This design comes from an exercise in tuning for small area, a short achievable clock period and few clock cycles per item on the open sky130 flow, not from production work. Only simulation tests tie the RTL to the original design; equivalence was not proved. No activity file was given, so power comes from the tool's default toggle rates.

## exp/yarrow
==> flow/design.v (excerpt) <==
module ats_sensor_scan (
    input  wire        clk,
    input  wire        rst,           
    input  wire        start,         
    input  wire [15:0] now,           
    input  wire [7:0]  max_temp,      
    input  wire [7:0]  dis_temp,      
    output reg         ready,
    output reg  [7:0]  adc_en,        
    input  wire [15:0] adc_raw,       
    output reg         done,          
    output wire [63:0] readings,      
    output reg  [7:0]  max_reading,
    output reg         overheat
);
    localparam [15:0] DC_THRESHOLD = 16'd1000;
    localparam [15:0] SC_THRESHOLD = 16'd64000;
    localparam [15:0] TIMEOUT      = 16'd100;     
    localparam [7:0] DISCONNECTED   = 8'h7F;
    localparam [7:0] SHORT_CIRCUIT  = 8'h80;
    localparam [7:0] OTHER_ERROR    = 8'h81;
    localparam [7:0] LIMIT_DISABLED = 8'h80;
    reg  [3:0] cnt;               
    reg        proc;              
    reg  [7:0] chan;              
    reg        wr;                
    reg        fresh;
    wire accept = start & ready;
    reg  [3:0] cnt_n;
    always @(*) begin
        if (accept)               cnt_n = 4'd1;
        else if (cnt == 4'd11)    cnt_n = 4'd0;
  ...
For scale: about 1,400 cells after synthesis, about 270 flip-flops, roughly 130 I/O pins, about 14,000 um2 of cells after synthesis.
Settings: LEC_CHECK=0, CAP_MARGIN=30, CORE_MARGIN=2, CORE_UTILIZATION=40, CTS_CLUSTER_DIAMETER=150, CTS_CLUSTER_SIZE=30, PLACE_DENSITY=0.72, SLEW_MARGIN=20; clock period 17.0 ns.
standard.sh (not shown) runs the stock make flow with config.mk's settings and CLKGATE_MAP_FILE= SYNTH_SCRIPT=/design/flow/synth_recipe.tcl, a recipe that flattens the netlist after the stock synthesis.
==> flow/flow/run.sh <==
#!/bin/bash
# Own flow: the standard layout (standard.sh, unchanged synthesis and
# settings from config.mk), except that the port buffers are plain
# sky130_fd_sc_hd__buf_2 cells (the standard flow picks a delay buffer,
# clkdlybuf4s50_1, which is both larger and slower). Every input and output
# port still gets its buffer. The whole make output goes to flow.log in the
# work folder; ORFS keeps each step's own log under orfs/logs/.
set -euo pipefail
export BUFFER_PORTS_ARGS="-buffer_cell sky130_fd_sc_hd__buf_2"
bash standard.sh > flow.log 2>&1
Testbench counts of exp/yarrow, summed over its fixed seeds: cycles 35,208, scans 3,200.
## Diff of input files: exp/ember against exp/yarrow
Settings: a change of SLEW_MARGIN from 20 to 5.
==> flow/flow/run.sh <==
#!/bin/bash
# Own flow: the standard layout (standard.sh, unchanged synthesis), with
#  - the port buffers made of plain buffers.
# The whole make output goes to flow.log in the work folder; ORFS keeps each
# step's own log under orfs/logs/.
set -euo pipefail
export SETUP_SLACK_MARGIN="${SETUP_SLACK_MARGIN_OWN:-12}"
export TNS_END_PERCENT=100
export BUFFER_PORTS_ARGS="-buffer_cell sky130_fd_sc_hd__buf_2"
bash standard.sh > flow.log 2>&1
[summary]
Against exp/yarrow, exp/ember comes in 0.47% lower on routed length on met2. Routed wire length (higher): exp/yarrow. From exp/ember to exp/yarrow, async set-reset flop share out of synthesis did not move at all. Per the comparison of exp/ember with exp/yarrow, least setup slack across all paths after layout rose by 0.012 ns; proportion of total power due to net switching stayed essentially flat; pin slew with the least headroom to its limit +0.023 ns; area added between synthesis and finish ~0 delta. The timing endpoint of the critical path comes out readings[0] in one run and readings[6] in the other, namely in exp/yarrow and exp/ember respectively. Summary of exp/ember over exp/yarrow: achievable clock frequency did not really move, final total power did not really move.
Here is what was changed in the inputs of exp/quartz compared with exp/ember.
Settings: SLEW_MARGIN: 5 -> 20.
## What came out
- Sum of met3 wire segment lengths after detailed routing: exp/quartz < exp/ember
- [diff] minimum setup slack in the final design, exp/quartz relative to exp/ember: regression
- In summary, exp/quartz completed successfully, with a layout that passed the timing, design-rule and antenna checks.
- Measured against each other, exp/quartz and exp/ember differ in worst slew slack as a fraction of its limit, the higher figure coming from exp/quartz.
- Core utilization of exp/ember is on par with exp/quartz.
- The clock-buffer cell count of exp/quartz exceeds that of exp/ember by 1.
- [compare] base=exp/ember new=exp/quartz: net switching fraction of the power roughly the same; number of non-clock buffers stayed essentially flat; final area held steady.
- Taking exp/ember as the reference, in exp/quartz maximum fanout along the worst path shows no meaningful change; sequential cell area share essentially unchanged.
- Total routed wirelength went up slightly going from exp/ember to exp/quartz.


ats_sensor_scan, a different RTL version from the one above (not shown whole).
Size: about 1400 cells after synthesis, about 270 flip-flops, roughly 130 I/O pins.
clock: 17.0 ns
lec_check: 0
cap_margin: 30
core_margin: 2
core_utilization: 40
cts_cluster_diameter: 150
cts_cluster_size: 30
slew_margin: 20
==> flow/flow/run.sh <==
#!/bin/bash
# Own flow: the standard layout (standard.sh, unchanged synthesis), with
#  - the port buffers made of plain buffers.
# The whole make output goes to flow.log in the work folder; ORFS keeps each
# step's own log under orfs/logs/.
set -euo pipefail
export SETUP_SLACK_MARGIN="${SETUP_SLACK_MARGIN_OWN:-12}"
export TNS_END_PERCENT=100
export BUFFER_PORTS_ARGS="-buffer_cell sky130_fd_sc_hd__buf_2"
bash standard.sh > flow.log 2>&1
Testbench counts at the start, summed over its fixed seeds: cycles 35,208, scans 3,200.
==> next run, changes <==
CORE_UTILIZATION = 50   (was 40)
CTS_CLUSTER_DIAMETER = 120   (was 150)
CTS_CLUSTER_SIZE = 24   (was 30)
=>
- worst setup slack got worse by 0.040 ns
- fmax shrinks by 0.85%
- sequential cell count is unchanged
- design area fell by 0.86%
==> next run, changes <==
CORE_UTILIZATION = 40   (was 50)
CTS_CLUSTER_DIAMETER = 150   (was 120)
CTS_CLUSTER_SIZE = 30   (was 24)
PLACE_DENSITY = 0.72   (was unset)
First-iteration DRC count shrinks by 27%. Total power decreases by 1.7%. Wire length goes up by 8.1%. Via count goes down by 3.4%. Worst setup slack improves by 0.10 ns.


ats_sensor_scan, a different RTL version from the one above (not shown whole).
Size in the first run: about 270 flip-flops, ~130 I/O pins.
export LEC_CHECK = 0
export CAP_MARGIN = 30
export CORE_MARGIN = 2
export CORE_UTILIZATION = 40
export SLEW_MARGIN = 20
create_clock -name core_clock -period 17.0 [get_ports {clk}]
Scripts as last shown in full above: flow/flow/run.sh
The starting point finished with timing, DRC and antenna clean.
Testbench counts at the start, summed over its fixed seeds: cycles 35,208, scans 3,200.
Then changed:
CTS_CLUSTER_DIAMETER = 150   (was default)
CTS_CLUSTER_SIZE = 30   (was default)
What happened: The changed run finished clean. Worst hold slack gets better by 0.0031 ns. Setup slack improved by 0.049 ns. Die area stays the same.

separate check: timing with driven ports:
Ports are ideal in the flow. The routed layouts listed here were re-timed in OpenROAD.
Step 1: set_driving_cell puts a clkbuf_16 on clk and a buf_2 on each other input, an assumption about the parent block.
Step 2, shift: input delay + t, output delay - t, t = (earliest + latest rising clock arrival at the registers) / 2. This alone moves slack from input paths to output paths.
Three values: no drivers, after step 1, after step 2; two values: the first two.
run	t, ns	setup slack, ns	clock arrival spread, ns
exp/yarrow	0.564	12.428 / 12.370 / 12.209	0.042 / 0.041
exp/ember	0.553	12.440 / 12.384 / 12.200	0.049 / 0.049
exp/quartz	0.564	12.428 / 12.370 / 12.209	0.042 / 0.041
the first run of note 2	0.559	12.407 / 12.416 / 11.862	0.034 / 0.034
the second run of note 2	0.548	12.368 / 12.398 / 11.850	0.028 / 0.028
the third run of note 2	0.550	12.470 / 12.427 / 11.949	0.039 / 0.038
the first run of note 3	0.625	12.348 / 12.290 / 12.121	0.013 / 0.013
the second run of note 3	0.568	12.397 / 12.340 / 12.093	0.028 / 0.027
After both steps every run listed still meets setup and hold. For the first run of note 2, which loses most, drivers alone change the setup slack by +0.009 ns; drivers and shift together by -0.545 ns.
